What follows belongs to an exercise in optimizing a design on an open flow for small area, a short achievable clock period and few clock cycles; a production flow would make more cautious choices.
Function was checked by simulation only, so behaviour that the tests miss may differ from the original.
Power and IR drop assume default switching activity.

==> design/flow/design.v <==
module sc57 (
    input  wire        clk,
    input  wire        rst,      
    input  wire        req,
    input  wire        we,
    input  wire [7:0]  addr,
    input  wire [63:0] wdata,
    output wire        ready,
    output reg         rvalid,
    output reg  [63:0] rdata
);
    localparam [2:0] ST_OK        = 3'd0,
                     ST_BADCODE   = 3'd1,
                     ST_BADXSUM   = 3'd2,
                     ST_RANGE     = 3'd3,
                     ST_ILLEGAL   = 3'd4;
    localparam [2:0] S_IDLE   = 3'd0,
                     S_PACK   = 3'd1,
                     S_XSUM   = 3'd2,
                     S_ENC    = 3'd3,
                     S_DEC    = 3'd5,
                     S_XCHK   = 3'd6,
                     S_UNPK   = 3'd7;
    reg [2:0]  status_code;
    reg [6:0]  tlen;
    reg [7:0]  bufr [0:17];
    reg [7:0]  txt  [0:63];
    reg [63:0] m_matchid;
    reg [63:0] m_resid;
    reg [31:0] m_tvport;
    reg [15:0] x_gap;
    reg [15:0] x_outline;
    reg [7:0]  x_red;
    reg [7:0]  x_green;
    reg [7:0]  x_blue;
    reg [7:0]  x_alpha;
    reg [7:0]  x_splitdist;
    reg [15:0] x_fixedgap;
    reg [7:0]  x_color;
    reg        x_outline_en;
    reg [3:0]  x_inneralpha;
    reg [3:0]  x_outeralpha;
    reg [3:0]  x_splitratio;
    reg [15:0] x_thickness;
    reg [2:0]  x_style;
    reg        x_centerdot;
    reg        x_deployedgap;
    reg        x_alpha_en;
    reg        x_tstyle;
    reg [15:0] x_length;
    reg        x_followrecoil;
    reg [2:0]   state;
    reg         cmd_env;       
    reg         cmd_pay;
    reg         cmd_x;         
    reg [6:0]   cnt;           
    reg [149:0] w;             
    reg [11:0]  gcar;          
    reg [2:0]   dchr;          
    reg [2:0]   dgrp;          
    reg         xok;           
    reg         dlast;         
    reg         pd_v;          
    reg [5:0]   pd;
    reg         ovf;           
    reg [7:0]   raddr;         
    reg       enc_rd_ok;
    always @(*) begin
        enc_rd_ok = 1'b1;
        if (addr[7:6] == 2'b01) begin
            case (addr[5:0])
                6'd5,  6'd6,  6'd7,  6'd8,  6'd9:  enc_rd_ok = (cnt >= 7'd48);
                6'd11, 6'd12, 6'd13, 6'd14, 6'd15: enc_rd_ok = (cnt >= 7'd49);
                6'd17, 6'd18, 6'd19, 6'd20, 6'd21: enc_rd_ok = (cnt >= 7'd50);
                6'd23, 6'd24, 6'd25, 6'd26, 6'd27: enc_rd_ok = (cnt >= 7'd51);
                6'd29, 6'd30, 6'd31, 6'd32, 6'd33: enc_rd_ok = (cnt >= 7'd52);
                default:                           enc_rd_ok = 1'b1;
            endcase
        end
    end
    assign ready = (state == S_IDLE) || (state == S_ENC && !we && enc_rd_ok);
    wire accept   = req && ready;
    wire wr       = accept && we;
    wire rd       = accept && !we;
    wire [4:0] buf_idx = addr[4:0] - 5'h10;    
    function [7:0] alpha_char;
        input [5:0] d;
        begin
            if (d < 6'd8)       alpha_char = 8'h41 + {2'b00, d};           
            else if (d < 6'd25) alpha_char = 8'h42 + {2'b00, d};           
            else if (d < 6'd31) alpha_char = 8'h61 + {2'b00, d} - 8'd25;   
            else if (d < 6'd35) alpha_char = 8'h68 + {2'b00, d} - 8'd31;   
            else if (d < 6'd49) alpha_char = 8'h6D + {2'b00, d} - 8'd35;   
            else                alpha_char = 8'h32 + {2'b00, d} - 8'd49;   
        end
    endfunction
    function [6:0] alpha_index;
        input [7:0] c;
        reg   [7:0] t;
        begin
            t = 8'd0;
            alpha_index = 7'd0;
            if (c >= 8'h41 && c <= 8'h48)      begin t = c - 8'h41;          alpha_index = {1'b1, t[5:0]}; end
            else if (c >= 8'h4A && c <= 8'h5A) begin t = c - 8'h42;          alpha_index = {1'b1, t[5:0]}; end
            else if (c >= 8'h61 && c <= 8'h66) begin t = c - 8'h61 + 8'd25; alpha_index = {1'b1, t[5:0]}; end
            else if (c >= 8'h68 && c <= 8'h6B) begin t = c - 8'h68 + 8'd31; alpha_index = {1'b1, t[5:0]}; end
            else if (c >= 8'h6D && c <= 8'h7A) begin t = c - 8'h6D + 8'd35; alpha_index = {1'b1, t[5:0]}; end
            else if (c >= 8'h32 && c <= 8'h39) begin t = c - 8'h32 + 8'd49; alpha_index = {1'b1, t[5:0]}; end
        end
    endfunction
    wire [143:0] mpack_bytes = {
        m_matchid[7:0],   m_matchid[15:8],  m_matchid[23:16], m_matchid[31:24],
        m_matchid[39:32], m_matchid[47:40], m_matchid[55:48], m_matchid[63:56],
        m_resid[7:0],     m_resid[15:8],    m_resid[23:16],   m_resid[31:24],
        m_resid[39:32],   m_resid[47:40],   m_resid[55:48],   m_resid[63:56],
        m_tvport[7:0],    m_tvport[15:8]
    };
    wire [143:0] xpack_bytes = {
        8'd0, 8'd1, x_gap[7:0], x_outline[7:0], x_red, x_green, x_blue, x_alpha,
        x_splitdist, x_fixedgap[7:0],
        x_inneralpha, x_outline_en, x_color[2:0],
        x_splitratio, x_outeralpha,
        x_thickness[7:0],
        x_tstyle, x_alpha_en, x_deployedgap, x_centerdot, x_style, 1'b0,
        x_length[7:0], 8'd0, 8'd0, 8'd0
    };
    wire [7:0] buf_sum = bufr[1] + bufr[2] + bufr[3] + bufr[4] + bufr[5] + bufr[6]
                       + bufr[7] + bufr[8] + bufr[9] + bufr[10] + bufr[11] + bufr[12]
                       + bufr[13] + bufr[14] + bufr[15] + bufr[16] + bufr[17];
    wire [143:0] buf_flat = {
        bufr[0],  bufr[1],  bufr[2],  bufr[3],  bufr[4],  bufr[5],
        bufr[6],  bufr[7],  bufr[8],  bufr[9],  bufr[10], bufr[11],
        bufr[12], bufr[13], bufr[14], bufr[15], bufr[16], bufr[17]
    };
    wire [6:0] enc_nk  = cnt + 7'd1;
    wire [7:0] enc_pos = {1'b0, enc_nk} + {enc_nk, 1'b0};    
    wire [2:0] enc_nxt = (enc_nk < 7'd48) ? {buf_flat[8'd143 - enc_pos], buf_flat[8'd142 - enc_pos],
                                             buf_flat[8'd141 - enc_pos]} : 3'd0;
    reg  [2:0] enc_bits;
    always @(posedge clk) begin
        case (state)
            S_ENC:   enc_bits <= enc_nxt;
            S_PACK:  enc_bits <= mpack_bytes[143:141];
            S_XSUM:  enc_bits <= buf_sum[7:5];
            default: enc_bits <= buf_flat[143:141];
        endcase
    end
    integer i, ci, ri, gi;
    reg [149:0] w_enc;
    reg [11:0]  gcar_n;
    integer s, j, g;
    reg ec, eco, egg, epp;
    reg [5:0] ed;
    reg [2:0] elo;
    always @(*) begin
        w_enc  = w;
        gcar_n = gcar;
        for (g = 0; g < 5; g = g + 1) begin
            for (s = 0; s < 3; s = s + 1) begin
                ec = (g == 0) ? enc_bits[2 - s] : gcar[(g - 1) * 3 + s];
                for (j = g * 5; j < g * 5 + 5; j = j + 1) begin
                    ed  = w_enc[6 * j +: 6];
                    egg = ed[5] | (ed[4] & ed[3] & ed[2] & (ed[1] | ed[0]));   
                    epp = (ed == 6'd28);
                    eco = egg | (epp & ec);
                    elo = {ed[1:0], ec};
                    w_enc[6 * j +: 6] = eco ? {ed[4:2] + {2'b00, |elo}, elo - 3'd1}
                                            : {ed[4:0], ec};
                    ec = eco;
                end
                if (g < 4) gcar_n[g * 3 + s] = ec;
            end
        end
    end
    reg [29:0] conv_grp;
    reg [39:0] conv_chr;
    always @(*) begin
        case (cnt[2:0])
            3'd0:    conv_grp = w[29:0];       
            3'd1:    conv_grp = w[59:30];
            3'd2:    conv_grp = w[89:60];
            3'd3:    conv_grp = w[119:90];
            default: conv_grp = w[149:120];
        endcase
        for (ci = 0; ci < 5; ci = ci + 1)
            conv_chr[8 * ci +: 8] = alpha_char(conv_grp[6 * ci +: 6]);
    end
    wire [7:0]   rtxt  = txt[raddr[5:0]];
    wire [7:0]   pchar = rtxt;                  
    wire [6:0]   pidx  = alpha_index(pchar);
    wire [5:0]   ppos  = raddr[5:0];
    wire [149:0] acc_next = {w[143:0], 6'd0} - {3'd0, w[143:0], 3'd0} + {6'd0, w[143:0]}
                          + {144'd0, pd};
    reg hyp_prev;                                
    always @(*) begin
        case (ppos)
            6'd10, 6'd11, 6'd15, 6'd16, 6'd17, 6'd20, 6'd21, 6'd22, 6'd23,
            6'd25, 6'd26, 6'd27, 6'd28, 6'd29:
                hyp_prev = (txt[ppos - 6'd1] == 8'h2D);
            default:
                hyp_prev = 1'b0;
        endcase
    end
    wire dec_skip = (dchr == 3'd4) && (dgrp != 3'd4) && hyp_prev;
    wire dec_ovf  = ovf || (acc_next[149:144] != 6'd0);
    wire tlen_ok  = (tlen >= 7'd29) && (tlen <= 7'd34);
    wire csgo_ok = (txt[0] == 8'h43) && (txt[1] == 8'h53) && (txt[2] == 8'h47) &&
                   (txt[3] == 8'h4F);
    wire txt4_hyp = (txt[4] == 8'h2D);
    function legal_cmd;
        input [7:0] wd;
        begin
            case (wd)
                8'h02, 8'h03, 8'h0C, 8'h0D, 8'h0E, 8'h0F,
                8'h14, 8'h15, 8'h16, 8'h17: legal_cmd = 1'b1;
                default:                    legal_cmd = 1'b0;
            endcase
        end
    endfunction
    always @(posedge clk) begin
        if (rst) begin
            state       <= S_IDLE;
            status_code <= ST_OK;
            tlen        <= 7'd0;
        end else begin
            case (state)
            S_IDLE: begin
                if (wr) begin
                    case (addr)
                        8'h00: begin
                            if (!legal_cmd(wdata[7:0])) begin
                                status_code <= ST_ILLEGAL;
                            end else begin
                                cmd_env <= wdata[1];
                                cmd_pay <= wdata[2];
                                cmd_x   <= wdata[4];
                                if (wdata[0]) begin                   
                                    if (!wdata[1])
                                        state <= wdata[4] ? S_XCHK : S_UNPK;
                                    else if (!tlen_ok)
                                        status_code <= ST_BADCODE;
                                    else
                                        state <= S_DEC;
                                end
                                else if (wdata[2]) state <= S_PACK;   
                                else state <= S_ENC;
                                dchr <= 3'd0;
                                dgrp <= 3'd0;
                                dlast <= 1'b0;
                                pd_v <= 1'b0;
                                pd   <= 6'd0;
                                ovf  <= 1'b0;
                                cnt  <= 7'd0;
                                w    <= 150'd0;
                                gcar <= 12'd0;
                            end
                        end
                        8'h01: ;   
                        8'h02: tlen <= wdata[6:0];
                        8'h30: m_matchid <= wdata;
                        8'h31: m_resid   <= wdata;
                        8'h32: m_tvport  <= wdata[31:0];
                        8'h80: x_gap          <= wdata[15:0];
                        8'h81: x_outline      <= wdata[15:0];
                        8'h82: x_red          <= wdata[7:0];
                        8'h83: x_green        <= wdata[7:0];
                        8'h84: x_blue         <= wdata[7:0];
                        8'h85: x_alpha        <= wdata[7:0];
                        8'h86: x_splitdist    <= wdata[7:0];
                        8'h87: x_fixedgap     <= wdata[15:0];
                        8'h88: x_color        <= wdata[7:0];
                        8'h89: x_outline_en   <= wdata[0];
                        8'h8A: x_inneralpha   <= wdata[3:0];
                        8'h8B: x_outeralpha   <= wdata[3:0];
                        8'h8C: x_splitratio   <= wdata[3:0];
                        8'h8D: x_thickness    <= wdata[15:0];
                        8'h8E: x_style        <= wdata[2:0];
                        8'h8F: x_centerdot    <= wdata[0];
                        8'h90: x_deployedgap  <= wdata[0];
                        8'h91: x_alpha_en     <= wdata[0];
                        8'h92: x_tstyle       <= wdata[0];
                        8'h93: x_length       <= wdata[15:0];
                        8'h94: x_followrecoil <= wdata[0];
                        default: begin
                            if (addr >= 8'h10 && addr <= 8'h21)
                                bufr[buf_idx] <= wdata[7:0];
                            else if (addr >= 8'h40 && addr <= 8'h7F)
                                txt[addr[5:0]] <= wdata[7:0];
                        end
                    endcase
                end
            end
            S_PACK: begin
                for (i = 0; i < 18; i = i + 1) begin
                    bufr[i] <= cmd_x ? xpack_bytes[143 - 8*i -: 8] : mpack_bytes[143 - 8*i -: 8];
                end
                state <= cmd_x ? S_XSUM : (cmd_env ? S_ENC : S_IDLE);
                if (!cmd_x && !cmd_env) status_code <= ST_OK;
            end
            S_XSUM: begin
                bufr[0] <= buf_sum;
                state   <= cmd_env ? S_ENC : S_IDLE;
                if (!cmd_env) status_code <= ST_OK;
            end
            S_ENC: begin
                w    <= w_enc;
                gcar <= gcar_n;
                cnt  <= cnt + 7'd1;
                for (gi = 0; gi < 5; gi = gi + 1)
                    if (cnt == 7'd48 + gi)
                        for (i = 0; i < 5; i = i + 1)
                            txt[5 + 6 * gi + i] <= conv_chr[8 * i +: 8];
                if (cnt == 7'd0) begin
                    txt[0]  <= 8'h43;   
                    txt[1]  <= 8'h53;   
                    txt[2]  <= 8'h47;   
                    txt[3]  <= 8'h4F;   
                    txt[4]  <= 8'h2D;
                    txt[10] <= 8'h2D;
                    txt[16] <= 8'h2D;
                    txt[22] <= 8'h2D;
                    txt[28] <= 8'h2D;
                    tlen        <= 7'd34;
                    status_code <= ST_OK;
                end
                if (cnt == 7'd52)
                    state <= S_IDLE;
            end
            S_DEC: begin
                if (pd_v) begin
                    w[143:0] <= acc_next[143:0];
                    ovf      <= dec_ovf;
                end
                pd_v <= 1'b0;
                if (dlast) begin
                    if (dec_ovf) begin
                        status_code <= ST_RANGE;
                        state       <= S_IDLE;
                    end else begin
                        for (i = 0; i < 18; i = i + 1) bufr[i] <= acc_next[143 - 8*i -: 8];
                        if (cmd_pay) begin
                            state <= cmd_x ? S_XCHK : S_UNPK;
                        end else begin
                            status_code <= ST_OK;
                            state       <= S_IDLE;
                        end
                    end
                end else if (!pidx[6]) begin
                    status_code <= ST_BADCODE;
                    state       <= S_IDLE;
                end else begin
                    pd   <= pidx[5:0];
                    pd_v <= 1'b1;
                    if (dchr == 3'd4) begin
                        dchr <= 3'd0;
                        dgrp <= dgrp + 3'd1;
                        if (dgrp == 3'd4) begin
                            if (csgo_ok && (ppos == 6'd4 || (ppos == 6'd5 && txt4_hyp))) begin
                                dlast <= 1'b1;
                            end else begin
                                status_code <= ST_BADCODE;
                                state       <= S_IDLE;
                            end
                        end
                    end else begin
                        dchr <= dchr + 3'd1;
                    end
                end
            end
            S_XCHK: begin
                xok   <= (buf_sum == bufr[0]);
                state <= S_UNPK;
            end
            S_UNPK: begin
                state <= S_IDLE;
                if (!cmd_x) begin
                    m_matchid <= {bufr[7],  bufr[6],  bufr[5],  bufr[4],
                                  bufr[3],  bufr[2],  bufr[1],  bufr[0]};
                    m_resid   <= {bufr[15], bufr[14], bufr[13], bufr[12],
                                  bufr[11], bufr[10], bufr[9],  bufr[8]};
                    m_tvport  <= {16'd0, bufr[17], bufr[16]};
                    status_code <= ST_OK;
                end else if (!xok) begin
                    status_code <= ST_BADXSUM;
                end else begin
                    x_gap         <= {{8{bufr[2][7]}}, bufr[2]};
                    x_outline     <= {8'd0, bufr[3]};
                    x_red         <= bufr[4];
                    x_green       <= bufr[5];
                    x_blue        <= bufr[6];
                    x_alpha       <= bufr[7];
                    x_splitdist   <= bufr[8];
                    x_fixedgap    <= {{8{bufr[9][7]}}, bufr[9]};
                    x_color       <= {5'd0, bufr[10][2:0]};
                    x_outline_en  <= bufr[10][3];
                    x_inneralpha  <= bufr[10][7:4];
                    x_outeralpha  <= bufr[11][3:0];
                    x_splitratio  <= bufr[11][7:4];
                    x_thickness   <= {8'd0, bufr[12]};
                    x_style       <= bufr[13][3:1];
                    x_centerdot   <= bufr[13][4];
                    x_deployedgap <= bufr[13][5];
                    x_alpha_en    <= bufr[13][6];
                    x_tstyle      <= bufr[13][7];
                    x_length      <= {8'd0, bufr[14]};
                    status_code   <= ST_OK;
                end
            end
            default: state <= S_IDLE;
            endcase
        end
    end
    wire start_dec = wr && (addr == 8'h00) && legal_cmd(wdata[7:0]) && wdata[0] && wdata[1] &&
                     tlen_ok;
    always @(posedge clk) begin
        if (rd)
            raddr <= addr;
        else if (start_dec)
            raddr <= {2'b01, tlen[5:0] - 6'd1};
        else if (state == S_DEC && !dlast && pidx[6])
            raddr <= raddr - (dec_skip ? 8'd2 : 8'd1);
    end
    wire       rs_stat = (raddr == 8'h01);
    wire       rs_tlen = (raddr == 8'h02);
    wire       rs_buf  = (raddr >= 8'h10) && (raddr <= 8'h21);
    wire       rs_txt  = (raddr[7:6] == 2'b01);
    wire [2:0] rs_m    = {raddr == 8'h32, raddr == 8'h31, raddr == 8'h30};
    reg  [20:0] rs_x;
    always @(*) begin
        for (ri = 0; ri < 21; ri = ri + 1) rs_x[ri] = (raddr == 8'h80 + ri);
    end
    wire [4:0] rbuf_idx = raddr[4:0] - 5'h10;
    wire [7:0] rbuf = bufr[rbuf_idx];
    always @(*) begin
        rdata = ({64{rs_stat}} & {61'd0, status_code})
              | ({64{rs_tlen}} & {57'd0, tlen})
              | ({64{rs_buf}}  & {56'd0, rbuf})
              | ({64{rs_txt}}  & {56'd0, rtxt})
              | ({64{rs_m[0]}} & m_matchid)
              | ({64{rs_m[1]}} & m_resid)
              | ({64{rs_m[2]}} & {32'd0, m_tvport})
              | ({64{rs_x[0]}}  & {48'd0, x_gap})
              | ({64{rs_x[1]}}  & {48'd0, x_outline})
              | ({64{rs_x[2]}}  & {56'd0, x_red})
              | ({64{rs_x[3]}}  & {56'd0, x_green})
              | ({64{rs_x[4]}}  & {56'd0, x_blue})
              | ({64{rs_x[5]}}  & {56'd0, x_alpha})
              | ({64{rs_x[6]}}  & {56'd0, x_splitdist})
              | ({64{rs_x[7]}}  & {48'd0, x_fixedgap})
              | ({64{rs_x[8]}}  & {56'd0, x_color})
              | ({64{rs_x[9]}}  & {63'd0, x_outline_en})
              | ({64{rs_x[10]}} & {60'd0, x_inneralpha})
              | ({64{rs_x[11]}} & {60'd0, x_outeralpha})
              | ({64{rs_x[12]}} & {60'd0, x_splitratio})
              | ({64{rs_x[13]}} & {48'd0, x_thickness})
              | ({64{rs_x[14]}} & {61'd0, x_style})
              | ({64{rs_x[15]}} & {63'd0, x_centerdot})
              | ({64{rs_x[16]}} & {63'd0, x_deployedgap})
              | ({64{rs_x[17]}} & {63'd0, x_alpha_en})
              | ({64{rs_x[18]}} & {63'd0, x_tstyle})
              | ({64{rs_x[19]}} & {48'd0, x_length})
              | ({64{rs_x[20]}} & {63'd0, x_followrecoil});
    end
    always @(posedge clk) begin
        if (rst) rvalid <= 1'b0;
        else     rvalid <= rd;
    end
endmodule
==> design/flow/run.sh <==
#!/bin/bash
# synth_recipe.tcl (not shown) runs the flow's synth.tcl, then flattens the netlist and writes it again
# the make line also repeats each setting of config.mk as NAME=value (left out here)
make -C /OpenROAD-flow-scripts/flow DESIGN_CONFIG=/design/flow/config.mk WORK_HOME=/design/flow/orfs CLKGATE_MAP_FILE= SYNTH_SCRIPT=/design/flow/synth_recipe.tcl finish
==> design/flow/config.mk <==
export PLATFORM = sky130hd
export DESIGN_NAME = sc57
export DESIGN_NICKNAME = sc57
export VERILOG_FILES = /design/flow/design.v
export SDC_FILE = /design/flow/constraint.sdc
export NUM_CORES = 4
export LEC_CHECK = 0
export CAP_MARGIN = 20
export CORE_MARGIN = 2
export CORE_UTILIZATION = 40
export PLACE_DENSITY = 0.6
export SETUP_SLACK_MARGIN = 5
export SLEW_MARGIN = 20
export TNS_END_PERCENT = 100
==> design/flow/constraint.sdc <==
create_clock -name core_clock -period 12.0 [get_ports {clk}]
set_input_delay 2.4000 -clock core_clock [delete_from_list [all_inputs] [get_ports {clk}]]
set_output_delay 2.4000 -clock core_clock [all_outputs]
set_load 0.01 [all_outputs]
==> notes.md, run 1 <==
Hold path
The worst hold path was traced through 2 stages. The hold path startpoint is txt[4][4]. The path type of the worst min-delay path is flop to flop. The terminating pin of the worst hold path is txt[4][4].

Clock tree
No sink is reached through more buffers than the 3 on the longest clock path. The H-tree was split into 4 levels. The number of sinks handled by clock tree synthesis is ~1300. The number of clock buffers added by TritonCTS is 154. TritonCTS built the clock tree. The clock-pin transition on the worst setup and hold timing paths is 0.06 ns. The later pin in the worst-skew pair is clocked with a latency of about 0.9 ns. Clock tree synthesis selected as its root buffer the cell sky130_fd_sc_hd__clkbuf_16.

Finish
The finished cells cover 112000 µm². In the final layout, the multi-input gates occupy 56700 µm². The number of fillers in the final layout is 23100. The total area of sequential cells is about 38000 µm². The ratio of cells with drive above 1 in the final layout is 13.5%. The layout net count is around 11000. The layout-stage area growth over the synthesis result is 14.0%.

Place
Port buffering added 141 buffers. The final weighted congestion in routability-driven placement is 1.11. After legalization and detailed placement, the total HPWL measured 387 mm. The total cell area at the placement stage is 105000 µm².

Status
The flow ran to the end and the layout has no timing, DRC or antenna violations.

Critical path
Data on the critical path is required at its endpoint by 9.60 ns. The startpoint type of the worst setup path is a flop. The worst setup path is captured at a primary output.

The arrival time of data at the critical path endpoint is 4.63 ns. The maximum fanout along the worst path is 14. The depth of the most critical reg-to-reg path is 19.

The worst register-to-register path ends at raddr[6]. The worst register-to-register path begins at raddr[0]. The worst setup path is of the flop to primary output kind. The internal reg-to-reg setup slack is 5.00 ns.

Synthesis
In the synthesized netlist the dominant register cell turns out to be sky130_fd_sc_hd__edfxtp_1. The fraction of the yosys area taken by sequential cells is 38.6%. Counting flops with a built-in enable in the synthesized netlist gives 1201. The number of different library cells in the post-synthesis netlist is 111. The proportion of register bits with asynchronous set or reset after synthesis is 0%.

For this run, the number of Yosys warnings is 1. Summing every instance area after synthesis gives between 90000 and 100000 µm². The synthesis-stage register bit count is between 1000 and 1500. Synthesis produced just under 10000 cells. The mean instance size in the synthesized netlist is approximately 10 µm².

Timing
Setup repair after global routing left no endpoint under its margin. The final max-slew violation count was 0. Measured against its own limit, the worst slew margin works out to 6.61%.

Clock skew on the completed layout was measured at 0.0745 ns. Derived from the worst setup path, the maximum achievable clock frequency is 0.142 GHz. The setup-violating endpoint count in the final report is 0. The final sum of negative setup slack is 0 ns.

The number of hold violations in the final report came to 0. The minimum period implied by the final worst setup slack is roughly 7.0 ns. The worst path uses between 50% and 60% of the clock period. Hold timing on the final database bottoms out at a slack of 0.468 ns.

For the pin with the worst max-slew slack, the measured transition is roughly 1.4 ns.

Global routing
The initial antenna violation count is 84. Global routing used 39.1% of the available tracks. The first global-routing pass estimated 683 mm of wire. The maximum number of pins on one net before global-route repair is between 100 and 150.

The via count of the first global-routing pass is between 80000 and 90000. After global routing the overflow that remains totals 0.

Pwr
The total power per unit cell area is 95.1 nW/µm². The maximum resistive drop on vdd is 0.151 mV. The leakage power is 44.3 nW.

Drt
The first-pass iteration count of the detailed router is 8. The final wirelength is 502 mm. Dividing the detail-routed via count by the number of cells gives 6.69. The number of DRC violations after detailed-routing iteration 0 is 14400.

The average routed wire per standard cell is 37.1 µm. In the routed design, unresolved DRC markers number 0. Detailed routing inserted a total of 90600 vias. In this run the remaining antenna-violating nets after routing total 0.

Floorplan
The width of the die is 500 µm. The core area is roughly 250000 µm². 142 I/O pins were placed. The die covers 250000 µm². The die is 500 µm tall. The initial core utilization is 40.1%. The row count is 182.

Run
Across the run, the number of max-cap violations was 0.
## cells in the final DEF, fill, tap and decap left out, types with 57 or more instances in the layout
cell	synthesis	layout
sky130_fd_sc_hd__nand4_1	141	141
sky130_fd_sc_hd__o22ai_1	140	140
sky130_fd_sc_hd__nor3_1	137	127
sky130_fd_sc_hd__edfxtp_1	1201	1201
sky130_fd_sc_hd__a211oi_1	62	60
sky130_fd_sc_hd__o211ai_1	101	101
sky130_fd_sc_hd__conb_1	1	112
sky130_fd_sc_hd__a21o_1	72	72
sky130_fd_sc_hd__xnor2_1	271	248
sky130_fd_sc_hd__dfxtp_1	95	92
sky130_fd_sc_hd__nand2b_1	72	71
sky130_fd_sc_hd__nand3_1	356	352
sky130_fd_sc_hd__xor2_1	125	112
sky130_fd_sc_hd__buf_4	8	400
sky130_fd_sc_hd__inv_1	783	782
sky130_fd_sc_hd__clkbuf_16	0	158
sky130_fd_sc_hd__mux4_2	343	343
sky130_fd_sc_hd__a22oi_1	161	155
sky130_fd_sc_hd__a21oi_1	650	640
sky130_fd_sc_hd__a31oi_1	122	114
sky130_fd_sc_hd__nand2_1	1179	1165
sky130_fd_sc_hd__o21ai_0	556	519
sky130_fd_sc_hd__mux2i_1	247	247
sky130_fd_sc_hd__a22o_1	91	90
sky130_fd_sc_hd__nor2_1	575	545
sky130_fd_sc_hd__clkdlybuf4s50_1	0	122
sky130_fd_sc_hd__ha_1	475	470
sky130_fd_sc_hd__and3_1	58	57
sky130_fd_sc_hd__o221ai_1	62	61
sky130_fd_sc_hd__fa_1	235	235
sky130_fd_sc_hd__mux2_2	57	57
## stage by stage
stage	worst slack [ns]	instances	util [%]	power (mW)
floorplan	4.05	9967	-	5.52
global placement	3.81	13100	42.6	5.85
detailed placement	3.79	13100	42.7	5.86
global route	5.00	13500	45.7	10.9
finish	4.97	13500	45.7	10.7
CTS	4.88	13400	45.2	10.6
## sequential cells by signal, indices dropped and copies added, names as in the netlist, 32 cells and up, named ones only
register   count
m_resid       64
m_matchid     64
w            150
txt          512
m_tvport      32
bufr         256
## worst max path at each step
stage                     depth (start not counted)    endpoint     start
after global placement                           10       ready   addr[4]
final                                            11    rdata[0]  raddr[0]
after floorplan                                   8        w[0]   addr[4]
after detailed placement                          8       ready   addr[0]
after global routing                             22  bufr[2][7]    w[104]
after CTS                                        11    rdata[7]  raddr[1]
## kinds of logic (layout without fill, tap and decap cells)
group           count (synthesis)  count (layout)  share of synthesized area [%]
buf+inv                      1346            1669                           5.28
flops                        1296            1296                           38.6
fa+ha+maj                     710             710                           10.8
compound gates               2563            2563                           17.0
simple gates                 2889            2889                           13.6
mux                           655             655                           11.1
xor+xnor                      396             396                           3.53
other cells                     1             147                        0.00381
## Yosys cell counts, types with 28 or more instances
master,number,share of area (%)
sky130_fd_sc_hd__edfxtp_1,1201,37
sky130_fd_sc_hd__nand2_1,1179,4.5
sky130_fd_sc_hd__inv_1,783,3.0
sky130_fd_sc_hd__a21oi_1,650,3.3
sky130_fd_sc_hd__nor2_1,575,2.2
sky130_fd_sc_hd__o21ai_0,556,2.8
sky130_fd_sc_hd__ha_1,475,6.0
sky130_fd_sc_hd__clkbuf_1,413,1.6
sky130_fd_sc_hd__nand3_1,356,1.8
sky130_fd_sc_hd__mux4_2,343,7.9
sky130_fd_sc_hd__xnor2_1,271,2.4
sky130_fd_sc_hd__mux2i_1,247,2.5
sky130_fd_sc_hd__fa_1,235,4.8
sky130_fd_sc_hd__a22oi_1,161,1.2
sky130_fd_sc_hd__nand4_1,141,0.90
sky130_fd_sc_hd__o22ai_1,140,0.89
sky130_fd_sc_hd__nor3_1,137,0.70
sky130_fd_sc_hd__xor2_1,125,1.1
sky130_fd_sc_hd__a31oi_1,122,0.78
sky130_fd_sc_hd__o211ai_1,101,0.77
sky130_fd_sc_hd__dfxtp_1,95,1.9
sky130_fd_sc_hd__a22o_1,91,0.81
sky130_fd_sc_hd__a21o_1,72,0.55
sky130_fd_sc_hd__nand2b_1,72,0.46
sky130_fd_sc_hd__buf_1,69,0.26
sky130_fd_sc_hd__a211oi_1,62,0.47
sky130_fd_sc_hd__o221ai_1,62,0.55
sky130_fd_sc_hd__and3_1,58,0.37
sky130_fd_sc_hd__a221oi_1,57,0.51
sky130_fd_sc_hd__mux2_2,57,0.65
sky130_fd_sc_hd__and2_1,52,0.33
sky130_fd_sc_hd__nor2b_1,50,0.32
sky130_fd_sc_hd__nor4_1,49,0.31
sky130_fd_sc_hd__o21a_1,49,0.37
sky130_fd_sc_hd__o31ai_1,44,0.34
sky130_fd_sc_hd__o21bai_1,40,0.31
sky130_fd_sc_hd__or2_2,40,0.25
sky130_fd_sc_hd__or3_1,40,0.25
sky130_fd_sc_hd__buf_2,37,0.19
sky130_fd_sc_hd__a31o_2,31,0.28
sky130_fd_sc_hd__a211o_1,30,0.27
sky130_fd_sc_hd__a21boi_0,28,0.21
## report_power, final
| group | internal (mW) | switching [mW] | total [mW] |
|---|---|---|---|
| combinational | 0.308 | 0.552 | 0.859 |
| sequential | 4.97 | 0.0252 | 4.99 |
| clock | 2.64 | 2.17 | 4.81 |
| total | 7.92 | 2.75 | 10.7 |
## repair_timing
item / CTS / global route
pin swaps: 18 / 13
endpoints found under the setup margin: 353 / 285
gates resized for setup: 121 / 59
setup buffers: 52 / 106
gates cloned: 6 / 3
hold buffers: 0 / 0
## layer usage
metal / share of wire (%) / GRT usage (%)
met3: 13 / 13.3
met1: 39 / 51.8
met5: 0.056 / 0
met2: 41 / 55.3
met4: 7.5 / 23.2
## worst max-delay path: stages, from the launching register on
cell,delay (ns)
sky130_fd_sc_hd__edfxtp_1,0.37
sky130_fd_sc_hd__buf_8,0.19
sky130_fd_sc_hd__clkinvlp_4,0.14
sky130_fd_sc_hd__buf_12,0.16
sky130_fd_sc_hd__ha_4,0.23
sky130_fd_sc_hd__nand2_4,0.13
sky130_fd_sc_hd__nor2_4,0.13
sky130_fd_sc_hd__a222oi_1,0.79
sky130_fd_sc_hd__nand4_1,0.67
sky130_fd_sc_hd__nor4_4,0.42
sky130_fd_sc_hd__o21ai_2,0.17
sky130_fd_sc_hd__dlygate4sd2_1,0.32
## final cells by class
class / count / share of cell area [%]
multi-input cells: 7325 / 50.6
flip-flops and latches: 1296 / 33.9
repair buffers: 575 / 4.58
clock buffers: 190 / 3.61
well taps: 3220 / 3.59
inverters: 810 / 2.72
clock inverters: 94 / 0.915
diodes: 35 / 0.0781
Testbench counts, summed over its fixed seeds: cycles 31,648.
==> run 2, diff against run 1 <==
--- a/design/flow/config.mk
+++ b/design/flow/config.mk
@@ -6,9 +6,9 @@
 export NUM_CORES = 4
 export LEC_CHECK = 0
-export CAP_MARGIN = 20
+export CAP_MARGIN = 5
 export CORE_MARGIN = 2
 export CORE_UTILIZATION = 40
 export PLACE_DENSITY = 0.6
 export SETUP_SLACK_MARGIN = 5
-export SLEW_MARGIN = 20
+export SLEW_MARGIN = 5
 export TNS_END_PERCENT = 100
==> run 2 against run 1 <==
Compared with the run above: sequential power about the same; clock skew up 0.014 ns; sequential cell count unchanged; power up 0.90%; fmax down 1.6%; critical path type unchanged; worst setup slack worse by 0.11 ns; the layout now fails its checks (max-capacitance violations, max-slew violations); sequential share of layout area up 0.11 points; clock power up 2%; worst hold slack better by 0.0042 ns; first-iteration DRC count down 0.12%; final cell count down 0.32%.
==> notes.md, run 2 <==
Status
The run finished, with violations left. The violated checks flagged are max-capacitance violations, max-slew violations.

Timing
The timing-limited maximum frequency is 0.140 GHz. Measured against its own limit, the worst slew margin works out to -1.09%. The final max-slew violation count is 3.

Setup repair after global routing could not meet its margin everywhere. The clock tree skew after final layout is slightly below 0.09 ns. The final sum of negative setup slack is 0 ns. Across all setup checks in the final design, the least slack found is 4.86 ns. The slew at the pin closest to its max-slew limit is 1.51 ns. The number of hold violations in the final report is 0. The minimum period implied by the final worst setup slack is 7.14 ns. The setup-violating endpoint count in the final report is 0.

After layout, the worst path uses 59.5% of the clock period.

Clock tree
The clock insertion delay at the later pin of the skew report is 0.90 ns. The root buffer cell chosen for the clock tree is sky130_fd_sc_hd__clkbuf_16. The number of hold buffers added after CTS was 0. TritonCTS built the clock tree. Clock tree synthesis inserted a total of 152 buffers. The number of sinks handled by clock tree synthesis is 1296.

The H-tree was split into 4 levels. After clock tree synthesis, the clock-pin slew on the worst setup and hold paths is roughly 0.06 ns. The longest clock path from root to sink contains 3 buffers.

Critical path
On the worst path, the slowest cell contributes a delay of 0.80 ns. The worst setup path is launched from a flop. The required time of the worst setup path is approximately 9.6 ns. The master of the slowest instance on the critical path is sky130_fd_sc_hd__a222oi_1. The type of the setup path with the least slack is flop to primary output. Across all register-to-register paths, the minimum setup slack is 4.95 ns. The signal on the critical path passes through buf_6 > clkinvlp_4 > buf_12 > ha_4 > nand2_4 > nor2_4 > a222oi_1 > nand4_1 > nor4_4 > o21ai_2 > dlygate4sd2_1. For the worst flop-to-flop path, the logic depth is 20. The kind of cell with the highest combined delay along the critical path is simple AND/OR/NAND/NOR gates. The critical path starts at raddr[0]. The startpoint identified for the worst register-to-register timing path is w[45].

Data on the critical path arrives at its endpoint at 4.74 ns. The maximum fanout along the worst path is 14. STA classifies the critical path endpoint as a primary output.

The capture point of the worst reg-to-reg path is bufr[10][0]. Counting both buffers and inverters, the worst setup path holds a total of 4.

Drt
The average routed wire per standard cell is 37.2 µm. The total via count after detailed routing is 90300. The first-pass iteration count of the detailed router is 7. The first routing iteration left 14400 violations.

The number of vias per cell is 6.69. The DRC violation count after routing is 0. Once detail routing completed, the nets flagged for antenna violations numbered 0. The routed design has between 500 and 600 mm of wire.

Finish
The layout net count is 10900. txt holds more flip-flops than any other register. In the final layout, the registers with the most flip-flops are txt (512), bufr (256), w (150). Leaving out fill and tap cells, the most frequent cell in the layout is sky130_fd_sc_hd__edfxtp_1. The top cell types in the final layout, fill and taps aside, are sky130_fd_sc_hd__edfxtp_1, sky130_fd_sc_hd__nand2_1, sky130_fd_sc_hd__inv_1. The layout-stage area growth over the synthesis result is 13.6%. For this run, the share of the core covered by cells in the final layout is 45.6%.

The number of flip-flops in the largest register is ~510. Counting the fill cells in the layout gives 23200. The ratio of cells with drive above 1 in the final layout is 13.1%. The post-layout instance area is between 100000 and 150000 µm².

Synthesis
Yosys mapped a number of flops with a built-in enable equal to roughly 1200. The share of synthesized area in the top cell type comes to 36.7%. A synthesized cell averages 9.97 µm². The fraction of the yosys area taken by sequential cells is 38.6%. The number of different library cells used by synthesis comes to ~110. For this run, the number of Yosys warnings is 1. Sorting the synthesized cells by area gives the leading types as sky130_fd_sc_hd__edfxtp_1, sky130_fd_sc_hd__mux4_2, sky130_fd_sc_hd__ha_1, sky130_fd_sc_hd__fa_1, sky130_fd_sc_hd__nand2_1. The leading area contributor after synthesis is sky130_fd_sc_hd__edfxtp_1.

The proportion of register bits with asynchronous set or reset after synthesis is 0%. In the synthesized netlist, the number of instances is roughly 9900. sky130_fd_sc_hd__edfxtp_1 is the most common cell in the netlist. Ranked by instance count, the synthesized netlist is headed by sky130_fd_sc_hd__edfxtp_1, sky130_fd_sc_hd__nand2_1, sky130_fd_sc_hd__inv_1. The synthesis-stage register bit count is approximately 1300. Among all flip-flop cells after synthesis, the most frequent one is sky130_fd_sc_hd__edfxtp_1.

The cell area after synthesis is 98300 µm².

Hold path
The startpoint identified for the worst hold timing path is txt[22][4]. The path with the worst hold slack has its endpoint at txt[22][4]. The path type of the worst min-delay path is flop to flop. Along the worst hold path, the cell count comes to 2.

Floorplan
The floorplan has 182 rows. The die is approximately 500 µm wide. The core area is 245000 µm². Pin placement for this block handled roughly 140 I/O pins.

The die outline area is 250000 µm². The initial utilization of the core area, before any placement, comes to 40.1%. The die is roughly 500 µm tall.

Global routing
The via count of the first global-routing pass came to about 85000. The first global-routing pass estimated 684 mm of wire. The initial antenna violation count is 77. Across every metal layer, demand over resource in global routing totals 39.2%. The total congestion overflow after global routing is 0. Entering global routing, the biggest net connects roughly 140 pins.

Place
Detailed placement finished with a half-perimeter wire length of 387 mm. At the end of routability-driven placement, the weighted congestion stood at 1.11. The worst setup timing slack at the placement stage is 3.77 ns.

The total of buffers placed on input and output ports is 141. The total cell area at the placement stage is between 100000 and 150000 µm².

Pwr
The maximum resistive drop on vdd is ~0.12 mV. The power after layout is approximately 11 mW. The leakage power is 44.1 nW.

The total power per unit cell area is 96.3 nW/µm².

Run
Max-cap violations in this run came to 2.
run 2: cell counts after synthesis:
No cell type changed its count.
run 2: how the worst max path moves through the flow:
stage,end,depth (start not counted),slack (ns)
after floorplan,w[0],8,4.05
after global placement,ready,10,3.81
after detailed placement,ready,8,3.77
after CTS,rdata[7],12,4.89
after global routing,rdata[0],11,4.99
final,rdata[0],11,4.86
run 2: cells by family (layout without fill, tap and decap cells):
group,Yosys count,in the layout,share of synthesized area (%)
simple gates,2889,2889,13.6
compound gates,2563,2563,17.0
buf+inv,1346,1624,5.28
flops,1296,1296,38.6
fa+ha+maj,710,710,10.8
mux,655,655,11.1
xor+xnor,396,396,3.53
other cells,1,149,0.00381
run 2: where the power goes:
part | leakage [nW] | switching (mW) | total, mW | internal [mW]
registers | 12.1 | 0.0243 | 4.99 | 4.97
logic | 29.5 | 0.550 | 0.860 | 0.309
clock network | 2.49 | 2.19 | 4.91 | 2.72
run 2: through the flow:
| step | cells | hold slack [ns] |
|---|---|---|
| 3_5_place_dp | 13100 | 0.459 |
| 5_1_grt | 13500 | 0.490 |
| 3_3_place_gp | 13100 | 0.456 |
| 6_report | 13500 | 0.472 |
| 4_1_cts | 13400 | 0.468 |
| 2_1_floorplan | 9967 | 0.436 |
run 2: worst register-to-register path, cell delays in order (launching register included):
cell	delay (ns)
sky130_fd_sc_hd__edfxtp_1	0.83
sky130_fd_sc_hd__inv_1	0.22
sky130_fd_sc_hd__fa_1	0.53
sky130_fd_sc_hd__inv_1	0.05
sky130_fd_sc_hd__ha_1	0.38
sky130_fd_sc_hd__a21oi_1	0.20
sky130_fd_sc_hd__o21ai_0	0.15
sky130_fd_sc_hd__a221oi_1	0.51
sky130_fd_sc_hd__nor2_1	0.10
sky130_fd_sc_hd__a21oi_1	0.45
sky130_fd_sc_hd__a311oi_2	0.18
sky130_fd_sc_hd__buf_4	0.21
sky130_fd_sc_hd__or3_1	0.40
sky130_fd_sc_hd__o21ai_1	0.22
sky130_fd_sc_hd__a311oi_1	0.16
sky130_fd_sc_hd__nor4_2	0.37
sky130_fd_sc_hd__buf_4	0.24
sky130_fd_sc_hd__nand4_1	0.12
sky130_fd_sc_hd__buf_4	0.32
sky130_fd_sc_hd__and2_0	0.60
sky130_fd_sc_hd__or3_1	0.54
run 2: layer usage:
layer | vias up | GRT usage (%) | wire (µm)
met5 | - | 0.251 | 357
met4 | 46 | 22.7 | 35300
met3 | 1288 | 13.1 | 65800
met2 | 6463 | 55.5 | 206000
met1 | 45200 | 51.9 | 195000
li1 | 37300 | - | -
run 2: timing repair:
item / in CTS / in global routing
cloned: 4 / 2
setup buffers: 47 / 75
endpoints found under the setup margin: 362 / 286
pin swaps: 16 / 12
gates resized for setup: 126 / 47
run 2: area by class of cell:
class	instances	area (µm²)	share of cell area [%]
Inverter	810	3050	2.73
Multi-Input combinational cell	7325	56600	50.7
Clock inverter	105	1260	1.13
Antenna cell	37	92.6	0.0829
Timing Repair Buffer	535	4760	4.26
Clock buffer	174	3930	3.52
Sequential cell	1296	38000	34.0
Tap cell	3220	4030	3.61
==> run 3, diff against run 2 <==
--- a/design/flow/design.v
+++ b/design/flow/design.v
@@ -141,7 +141,6 @@
         case (state)
             S_ENC:   enc_bits <= enc_nxt;
-            S_PACK:  enc_bits <= mpack_bytes[143:141];
             S_XSUM:  enc_bits <= buf_sum[7:5];
-            default: enc_bits <= buf_flat[143:141];
+            default: enc_bits <= wdata[2] ? mpack_bytes[143:141] : buf_flat[143:141];
         endcase
     end
@@ -243,5 +242,12 @@
                                         state <= S_DEC;
                                 end
-                                else if (wdata[2]) state <= S_PACK;   
+                                else if (wdata[2]) begin              
+                                    for (i = 0; i < 18; i = i + 1)
+                                        bufr[i] <= wdata[4] ? xpack_bytes[143 - 8*i -: 8]
+                                                            : mpack_bytes[143 - 8*i -: 8];
+                                    if (wdata[4])      state <= S_XSUM;    
+                                    else if (wdata[1]) state <= S_ENC;
+                                    else               status_code <= ST_OK;
+                                end
                                 else state <= S_ENC;
                                 dchr <= 3'd0;
@@ -291,11 +297,4 @@
                 end
             end
-            S_PACK: begin
-                for (i = 0; i < 18; i = i + 1) begin
-                    bufr[i] <= cmd_x ? xpack_bytes[143 - 8*i -: 8] : mpack_bytes[143 - 8*i -: 8];
-                end
-                state <= cmd_x ? S_XSUM : (cmd_env ? S_ENC : S_IDLE);
-                if (!cmd_x && !cmd_env) status_code <= ST_OK;
-            end
             S_XSUM: begin
                 bufr[0] <= buf_sum;
--- a/design/flow/config.mk
+++ b/design/flow/config.mk
@@ -6,9 +6,9 @@
 export NUM_CORES = 4
 export LEC_CHECK = 0
-export CAP_MARGIN = 5
+export CAP_MARGIN = 20
 export CORE_MARGIN = 2
 export CORE_UTILIZATION = 40
 export PLACE_DENSITY = 0.6
 export SETUP_SLACK_MARGIN = 5
-export SLEW_MARGIN = 5
+export SLEW_MARGIN = 20
 export TNS_END_PERCENT = 100
==> run 3 against run 2 <==
Compared with the run above: now clean on timing, DRC and antenna; largest cell class unchanged; global-route usage decreased by 3.2 points; clock power about the same; count of clock-buffer cells in the layout increased by 17; via count decreased by 0.58%; synthesized area increased by 2.1%; critical path depth increased by 7; routed wire length decreased by 5.6%; critical endpoint is now bufr[1][5].
==> notes.md, run 3 <==
Clock tree
The total clock buffers created by CTS is 153. CTS placed an instance of sky130_fd_sc_hd__clkbuf_16 at the clock tree root. No sink is reached through more buffers than the 3 on the longest clock path. The H-tree was split into 4 levels. The number of hold buffers added after CTS is 0.

The CTS tree is done. Clock latency on the worst-skew pair, taken at its later pin, is 0.87 ns. The number of sinks handled by clock tree synthesis is 1296. The clock-pin transition on the worst setup and hold timing paths is 0.07 ns.

Finish
Of the cells placed in the final design, the portion with a size suffix greater than 1 is 13.1%. The library cell used most frequently in the layout, excluding fill and tap cells, is sky130_fd_sc_hd__edfxtp_1. The layout net count is 10900. In the final layout, the registers with the most flip-flops are txt (512), bufr (256), w (150). The register containing the most flip-flops in the final layout is txt. The library cells used most frequently in the layout, excluding fill and tap cells, are sky130_fd_sc_hd__edfxtp_1, sky130_fd_sc_hd__nand2_1, sky130_fd_sc_hd__inv_1. From synthesis to final layout, the design area changed by 12.4%. The register with the most flip-flops in the layout has 512 of them.

Critical path
The kind of capture point of the worst setup path is a flop. The maximum fanout along the worst path is 9. The worst setup path is launched from a flop. The arrival time of data at the critical path endpoint is 7.73 ns. The signal on the critical path passes through inv_1 > fa_1 > inv_1 > ha_1 > o211ai_1 > o21ai_0 > o211ai_1 > nand3_1 > a31oi_1 > o32a_1 > a21oi_1 > a211oi_1 > buf_4 > a31o_2 > o21ai_0 > xnor2_1 > o221ai_1 > o21a_1.

The required time of the worst setup path is 12.62 ns. The delay of the slowest critical-path stage is 0.94 ns. The worst setup path is of the flop to flop kind. Among all stages on the critical path, the largest delay is contributed by sky130_fd_sc_hd__xnor2_1.

Global routing
The initial antenna violation count came to 69. The via count of the first global-routing pass came to 85100. The wire length of the first global-routing pass is 653 mm. The total overflow left after global routing is 0. The maximum number of pins on one net before global-route repair is 117. The total routing usage reported by global routing is 36.0%.

Place
The total of buffers placed on input and output ports is 141. The final weighted congestion in routability-driven placement is 1.05. The HPWL reported at the end of detailed placement is 361 mm. Before CTS, the worst setup slack after placement is around 3.5 ns.

Timing
The worst setup margin is 4.89 ns. Summed over all failing endpoints, the final setup total negative slack is 0 ns. Subtracting the final worst setup slack from the clock period gives 7.11 ns. The final max-slew violation count is 0. Setup violations remaining at the end of the flow were counted as 0. The timing-limited maximum frequency is 0.141 GHz. For the pin with the worst max-slew slack, the measured transition is 1.38 ns.

Setup repair after global routing could not meet its margin everywhere. In the finished design, the share of the clock period the worst path needs comes to 59.2%. Between clock sinks in the finished design, the worst skew comes to 0.0615 ns. The worst slew margin relative to its limit is 7.37%.

The number of hold violations in the final report is 0.

Synthesis
The synthesized design contains 1296 register bits. The proportion of register bits with asynchronous set or reset after synthesis is 0%. After technology mapping, the gate count stands at 9988.

Among all cell types in the netlist, the one instantiated most often is sky130_fd_sc_hd__edfxtp_1. The leading area contributor after synthesis is sky130_fd_sc_hd__edfxtp_1. By count the netlist is led by sky130_fd_sc_hd__edfxtp_1, sky130_fd_sc_hd__nand2_1, sky130_fd_sc_hd__inv_1.

The average instance in the mapped netlist occupies 10.0 µm². After synthesis the cells add up to roughly 100000 µm². Counting distinct cell types in the post-synthesis netlist gives approximately 130.

The most used flip-flop cell after synthesis is sky130_fd_sc_hd__edfxtp_1. The area share of the leading cell type in the synthesized netlist is between 30% and 40%. Summing the sequential cell areas from Yosys gives 37.8% of the chip area.

The number of warning messages in the yosys log is 1. In this run, synthesis inferred 1201 flip-flops with an integrated enable. Ranked by total cell area, the synthesized netlist is headed by sky130_fd_sc_hd__edfxtp_1, sky130_fd_sc_hd__mux4_2, sky130_fd_sc_hd__ha_1, sky130_fd_sc_hd__fa_1, sky130_fd_sc_hd__nand2_1.

Drt
For this block, the initial DRC count from the detailed router was 13800. The count of nets left with antenna violations once routing finished came out at 0. For this run, design rule violations remaining after detail routing come to 0. The first-pass iteration count of the detailed router is 6.

The average routed wire per standard cell is 34.7 µm. After detailed routing, the number of vias per cell comes to 6.58. The final route contains 89800 vias. The routed design has about 470 mm of wire.

Hold path
The path type of the worst min-delay path is flop to flop.

Status
The run finished with no timing, DRC or antenna violations.

Floorplan
The die covers about 250000 µm². 142 I/O pins were placed. The region available for standard cell placement spans 249000 µm². In this run the core area contains 183 standard-cell rows.

From left edge to right edge, the die measures between 500 and 600 µm. The initial core utilization is 40.3%. The die outline height is between 500 and 600 µm.

Pwr
The leakage power is 42.9 nW. The total power per unit cell area is 130 nW/µm². The maximum resistive drop on vdd is 0.135 mV.

The power after layout is ~15 mW.

Run
Max-cap violations in this run came to 0.
-- run 3: cell count changes after synthesis, moves of 20 or more --
cell | previous run | this run
sky130_fd_sc_hd__buf_4 | 8 | 28
sky130_fd_sc_hd__o211ai_1 | 101 | 80
sky130_fd_sc_hd__buf_2 | 37 | 67
sky130_fd_sc_hd__a22oi_1 | 161 | 124
sky130_fd_sc_hd__nor2_1 | 575 | 617
sky130_fd_sc_hd__nor3_1 | 137 | 172
sky130_fd_sc_hd__mux2i_1 | 247 | 342
sky130_fd_sc_hd__nand2_1 | 1179 | 1134
sky130_fd_sc_hd__mux2_2 | 57 | 135
sky130_fd_sc_hd__nand4_1 | 141 | 118
sky130_fd_sc_hd__clkbuf_1 | 413 | 375
-- run 3: power by group --
part | leakage (nW) | switching (mW) | internal [mW]
registers | 11.7 | 0.212 | 5.07
logic | 28.6 | 2.82 | 1.57
clock network | 2.51 | 2.18 | 2.76
total | 42.9 | 5.20 | 9.41
-- run 3: worst paths after layout --
| kind | from | endpoint | slack (ns) | depth (start not counted) |
|---|---|---|---|---|
| worst max-delay path | w[3] | bufr[1][5] | 4.89 | 18 |
| worst max register to register | w[3] | bufr[1][5] | 4.89 | 18 |
| worst min register to register | txt[2][4] | txt[2][4] | 0.50 | 2 |
| worst min-delay path | txt[2][4] | txt[2][4] | 0.50 | 2 |
-- run 3: cells by family (layout without fill, tap and decap cells) --
kind of cell    after synthesis  in the layout  share of synthesized area (%)
simple gates               2917           2918                           13.6
compound gates             2489           2489                           16.3
buf+inv                    1336           1523                           5.25
flops                      1296           1296                           37.8
mux                         830            830                           12.8
fa+ha+maj                   711            711                           10.6
xor+xnor                    408            408                           3.57
other cells                   1            143                        0.00374
-- run 3: metrics by stage --
stage	util (%)	hold WS, ns	cell area (µm²)	instances
2_1_floorplan	-	0.444	101000	10100
3_3_place_gp	42.6	0.471	106000	13300
3_5_place_dp	42.7	0.491	106000	13300
4_1_cts	45.0	0.497	112000	13600
5_1_grt	45.3	0.528	113000	13600
6_report	45.3	0.496	113000	13600
-- run 3: layer usage --
layer / wire (µm) / up-vias / part of all wire, % / GRT usage, %
li1: - / 37500 / - / -
met1: 175000 / 44700 / 37 / 45.4
met2: 204000 / 6109 / 43 / 54.0
met3: 58200 / 1371 / 12 / 10.5
met4: 36700 / 28 / 7.7 / 22.7
met5: 198 / - / 0.042 / 0
-- run 3: final cells by class --
| cell class | instances | area, µm² |
|---|---|---|
| Fill cell | 23800 | 136000 |
| Multi-Input combinational cell | 7468 | 58300 |
| Sequential cell | 1296 | 38000 |
| Tap cell | 3330 | 4170 |
| Timing Repair Buffer | 445 | 4060 |
| Clock buffer | 191 | 4010 |
| Inverter | 797 | 3020 |
| Clock inverter | 90 | 1180 |
| Antenna cell | 31 | 77.6 |
-- run 3: repair_timing --
| item | CTS | global route |
|---|---|---|
| pin swaps | 6 | 8 |
| resized for setup | 102 | 41 |
| hold endpoints to repair | 0 | 0 |
| setup buffers | 16 | 40 |
| setup endpoints to repair | 301 | 244 |
| cloned | 6 | 1 |
-- run 3: critical path, delay by kind of cell, from the launching register on --
family          cells  cell delay, ns
compound gates     11            3.58
xor+xnor            1            0.94
fa+ha+maj           2            0.88
flops               1            0.61
buf+inv             3            0.47
simple gates        1            0.37
Testbench counts of run 3, summed over its fixed seeds: cycles 31,456.
==> run 4, diff against run 3 <==
--- a/design/flow/design.v
+++ b/design/flow/design.v
@@ -16,5 +16,4 @@
                      ST_ILLEGAL   = 3'd4;
     localparam [2:0] S_IDLE   = 3'd0,
-                     S_PACK   = 3'd1,
                      S_XSUM   = 3'd2,
                      S_ENC    = 3'd3,
==> design/flow/flow/run.sh (new file) <==
#!/bin/bash
set -euo pipefail
export SETUP_SLACK_MARGIN=5.8
bash standard.sh > standard_flow.log 2>&1
==> design/flow/standard.sh (new file) <==
#!/bin/bash
# synth_recipe.tcl (not shown) runs the flow's synth.tcl, then flattens the netlist and writes it again
# the make line also repeats each setting of config.mk as NAME=value (left out here)
make -C /OpenROAD-flow-scripts/flow DESIGN_CONFIG=/design/flow/config.mk WORK_HOME=/design/flow/orfs CLKGATE_MAP_FILE= SYNTH_SCRIPT=/design/flow/synth_recipe.tcl "${@:-finish}"
--- a/design/flow/config.mk
+++ b/design/flow/config.mk
@@ -10,5 +10,4 @@
 export CORE_UTILIZATION = 40
 export PLACE_DENSITY = 0.6
-export SETUP_SLACK_MARGIN = 5
 export SLEW_MARGIN = 20
 export TNS_END_PERCENT = 100
removed: design/flow/run.sh
==> run 4 against run 3 <==
Compared with the run above: still clean; sequential share of layout area down 1.2 points; combinational power up 11%; routed wire length up 4.7%; final cell count up 2.3%; register-to-register slack better by 0.93 ns; clock skew up 0.013 ns; first-iteration DRC count down 4.6%; via count up 2.8%; clock power up 0.8%; synthesized area unchanged; global-route usage up 1.5 points; critical path type is now primary input to primary output; largest power group unchanged.
==> notes.md, run 4 <==
Global routing
After global routing the overflow that remains totals 0. The via count of the first global-routing pass was 86300. Entering global routing, the biggest net connects 122 pins.

The initial antenna violation count was 79. Global routing used between 30 and 40% of the available tracks. The first global-routing pass estimated slightly below 700 mm of wire.

Finish
The largest registers in the layout are txt (512), bufr (256), w (150). In the final design database the tool counted 11300 nets. In the layout the commonest cells are sky130_fd_sc_hd__edfxtp_1, sky130_fd_sc_hd__nand2_1, sky130_fd_sc_hd__inv_1. Leaving out fill and tap cells, the most frequent cell in the layout is sky130_fd_sc_hd__edfxtp_1. The number of flip-flops in the largest register is 512.

More flip-flops sit in one register than any other, and that register is txt. The total area of sequential cells is approximately 38000 µm². The area taken by multi-input logic gates is 59200 µm². The filler cells instantiated in the layout total roughly 24000. Compared with the post-synthesis result, the final layout area differs by 16.4%. In the final layout, the share of cells above drive strength 1 is 17.2%.

Clock tree
For this design, the sink count on the clock tree is 1296. Buffers inserted during clock tree synthesis total approximately 150. The largest buffer count on any clock path is 3. The CTS root buffer is sky130_fd_sc_hd__clkbuf_16.

Buffers inserted to repair hold after CTS numbered 0. The CTS tree is done. The clock-pin transition on the worst setup and hold timing paths is roughly 0.06 ns. For the worst-skew pair, the clock arrives at the later sink with an insertion delay of 0.90 ns. In this run the number of H-tree levels came out at 4.

Floorplan
The die is between 500 and 600 µm wide. The die outline height is 505 µm. The initial utilization of the core area, before any placement, comes to between 40% and 50%. The floorplan has 183 rows. The top-level I/O count is 142. The core area is 249000 µm². The die outline area is 255000 µm².

Place
The final weighted congestion in routability-driven placement is about 1.1. The HPWL reported at the end of detailed placement is approximately 370 mm. The total of buffers placed on input and output ports is 141.

Synthesis
Summed over its instances, the top area cell type makes up 35.9% of the synthesized netlist area. For this run, the number of Yosys warnings is 1. The cell with the most instances after synthesis is sky130_fd_sc_hd__edfxtp_1.

The cell area after synthesis is 100000 µm². The leading area contributor after synthesis is sky130_fd_sc_hd__edfxtp_1. By area the synthesized netlist is led by sky130_fd_sc_hd__edfxtp_1, sky130_fd_sc_hd__mux4_2, sky130_fd_sc_hd__ha_1, sky130_fd_sc_hd__fa_1, sky130_fd_sc_hd__nand2_1. Sorting the synthesized cells by how often they occur yields sky130_fd_sc_hd__edfxtp_1, sky130_fd_sc_hd__nand2_1, sky130_fd_sc_hd__inv_1.

The number of flops mapped to enable cells by yosys is 1201. Averaged over all synthesized cells, the footprint is 10.0 µm². Among all flip-flop cells after synthesis, the most frequent one is sky130_fd_sc_hd__edfxtp_1. The number of standard cells after synthesis is 9988. The fraction of the yosys area taken by sequential cells is a little under two fifths.

The proportion of register bits with asynchronous set or reset after synthesis is 0%. The number of different library cells in the post-synthesis netlist is 133. After synthesis the netlist holds a flip-flop and latch count of 1296.

Timing
Setup total negative slack on the finished layout was measured at 0 ns. Across the routed clock network, the largest skew measured is 0.0741 ns. The final max-slew violation count is 0. Timing would allow up to 0.155 GHz. The final hold slack is 0.500 ns. At the pin with the least slew margin, the transition time is 1.36 ns. The minimum period implied by the final worst setup slack is 6.46 ns. Setup repair after global routing could not meet its margin everywhere. The setup-violating endpoint count in the final report is 0. The share of the clock period used by the worst path is 53.9%. The number of hold violations in the final report is 0. The worst slew margin relative to its limit is 8.95%.

Critical path
Together, buffers and inverters on the worst path number 3. STA puts the critical path data arrival time at 4.06 ns. The master of the slowest instance on the critical path is sky130_fd_sc_hd__a311o_1. The worst setup path is captured at a primary output. The type of the setup path with the least slack is primary input to primary output. The family of cells with the greatest summed delay on the critical path is compound AO/OA/AOI/OAI gates. For this run, the slowest stage of the critical path takes approximately 0.29 ns. Traced cell by cell, the critical path runs through buf_12 > buf_12 > nor2_4 > nor3b_2 > a21oi_1 > a2111oi_2 > nor2_1 > nor2_1 > o22ai_1 > a311o_1 > nand2_2 > buf_6. In this run the worst path has a maximum fanout of 5.

Data on the critical path is required at its endpoint by roughly 9.6 ns. STA classifies the critical path startpoint as a primary input.

Drt
The routed layout has 92300 vias. In this run, the number of DRC markers left after iteration 0 of detailed routing was 13200. The number of vias per cell is 6.61. The DRC violation count after routing is 0.

For this run, the detailed router's first-pass iteration total came to 7. In the final routed layout, each cell accounts on average for ~36 µm. The number of routed nets with antenna violations is 0.

Wires add up to 496 mm.

Pwr
The leakage power is 44.9 nW. For this design the ratio of total power to cell area is 129 nW/µm². The worst-case IR drop observed on VDD is roughly 0.15 mV.

Run
The max-cap check violation count is 0.

Status
The flow ran to the end and the layout has no timing, DRC or antenna violations.

Hold path
The worst hold path belongs to the class flop to flop.
-- run 4: cell counts after synthesis --
Identical to the previous run, type by type.
-- run 4: worst paths after layout --
check             depth (start not counted)  slack [ns]  startpoint        end
setup / recovery                         12        5.54     addr[0]      ready
hold / removal                            2        0.50   txt[2][4]  txt[2][4]
setup reg to reg                         18        5.82       w[72]     w[137]
hold reg to reg                           2        0.50   txt[2][4]  txt[2][4]
-- run 4: worst reg2reg max path, cell delays in order (launching register included) --
cell	delay [ns]
sky130_fd_sc_hd__edfxtp_1	0.54
sky130_fd_sc_hd__inv_1	0.25
sky130_fd_sc_hd__fa_1	0.55
sky130_fd_sc_hd__inv_1	0.05
sky130_fd_sc_hd__ha_1	0.38
sky130_fd_sc_hd__nand4_1	0.29
sky130_fd_sc_hd__or3_1	0.45
sky130_fd_sc_hd__nor2_1	0.10
sky130_fd_sc_hd__nand3_1	0.19
sky130_fd_sc_hd__or2_2	0.35
sky130_fd_sc_hd__o32a_1	0.38
sky130_fd_sc_hd__a21oi_1	0.42
sky130_fd_sc_hd__a211oi_2	0.19
sky130_fd_sc_hd__buf_4	0.21
sky130_fd_sc_hd__a31o_2	0.32
sky130_fd_sc_hd__o21ai_1	0.37
sky130_fd_sc_hd__a31oi_1	0.19
sky130_fd_sc_hd__xor2_2	0.53
sky130_fd_sc_hd__o22ai_1	0.15
-- run 4: layout make-up --
| cell class | instances | area share (%) |
|---|---|---|
| clock buffer | 183 | 3.43 |
| tap | 3330 | 3.57 |
| clock inverter | 101 | 1.09 |
| inverter | 797 | 2.60 |
| multi-input combinational | 7469 | 50.7 |
| timing repair buffer | 765 | 6.04 |
| antenna | 22 | 0.0471 |
| sequential | 1296 | 32.5 |
-- run 4: power breakdown --
part           switching [mW]  internal, mW
logic                    3.07          1.80
clock network            2.21          2.76
registers               0.188          5.07
total                    5.47          9.64
-- run 4: what timing repair did --
action                                 CTS  global route
endpoints found under the hold margin    0             0
cloned                                  17             3
setup buffers                          150           198
pin swaps                               34            33
gates resized for setup                297           143
setup endpoints to repair              718           412
-- run 4: per-layer routing --
layer / up-vias / routed length [µm] / track usage (%)
met2: 6525 / 212000 / 56.0
li1: 38200 / - / -
met1: 46100 / 181000 / 47.1
met3: 1532 / 63100 / 11.8
met4: 36 / 39700 / 23.6
met5: - / 281 / 0
-- run 4: per-stage QoR --
stage	total power, mW	utilization [%]	std cells	area (µm²)	worst slack (ns)
3_3_place_gp	9.37	42.7	13300	106000	3.86
2_1_floorplan	7.79	-	10100	101000	5.81
4_1_cts	14.8	46.0	13700	115000	5.48
5_1_grt	15.4	46.9	13900	117000	5.51
6_report	15.1	46.9	14000	117000	5.54
3_5_place_dp	9.39	42.7	13300	106000	3.77
-- run 4: cell families after synthesis --
family,after synthesis,synth area share [%]
flops,1296,37.8
simple gates,2917,13.6
mux,830,12.8
fa+ha+maj,711,10.6
buf+inv,1336,5.25
other cells,1,0.00374
compound gates,2489,16.3
xor+xnor,408,3.57
Testbench counts of run 4, summed over its fixed seeds: cycles 31,456.

==> separate check: timing with driven ports <==
The flow's constraints put no driver on any port. The routed layouts listed below were extracted and timed again, unchanged, in two steps.
Step 1: set_driving_cell puts a clkbuf_16 on clk and a buf_2 on each other input, an assumption about the parent block.
Step 2 also shifts input and output timing later by t, the mid clock arrival at the registers, as if the neighbouring blocks saw the same clock.
a / b / c = no drivers / after step 1 / after step 2; a / b = the first two.
| run | t (ns) | setup WS [ns] | clock arrival spread, ns | worst register clock-pin slew, ns |
|---|---|---|---|---|
| run 1 | 0.946 | 4.970 / 4.870 / 4.811 | 0.074 / 0.074 | 0.08 / 0.08 |
| run 2 | 0.953 | 4.859 / 4.761 / 4.827 | 0.090 / 0.090 | 0.07 / 0.07 |
| run 3 | 0.947 | 4.891 / 4.826 / 4.690 | 0.061 / 0.062 | 0.07 / 0.07 |
| run 4 | 0.969 | 5.536 / 5.426 / 5.130 | 0.076 / 0.075 | 0.07 / 0.07 |
The setup slack of run 4, which loses most, moves by -0.110 ns with the drivers and by -0.406 ns with both steps.
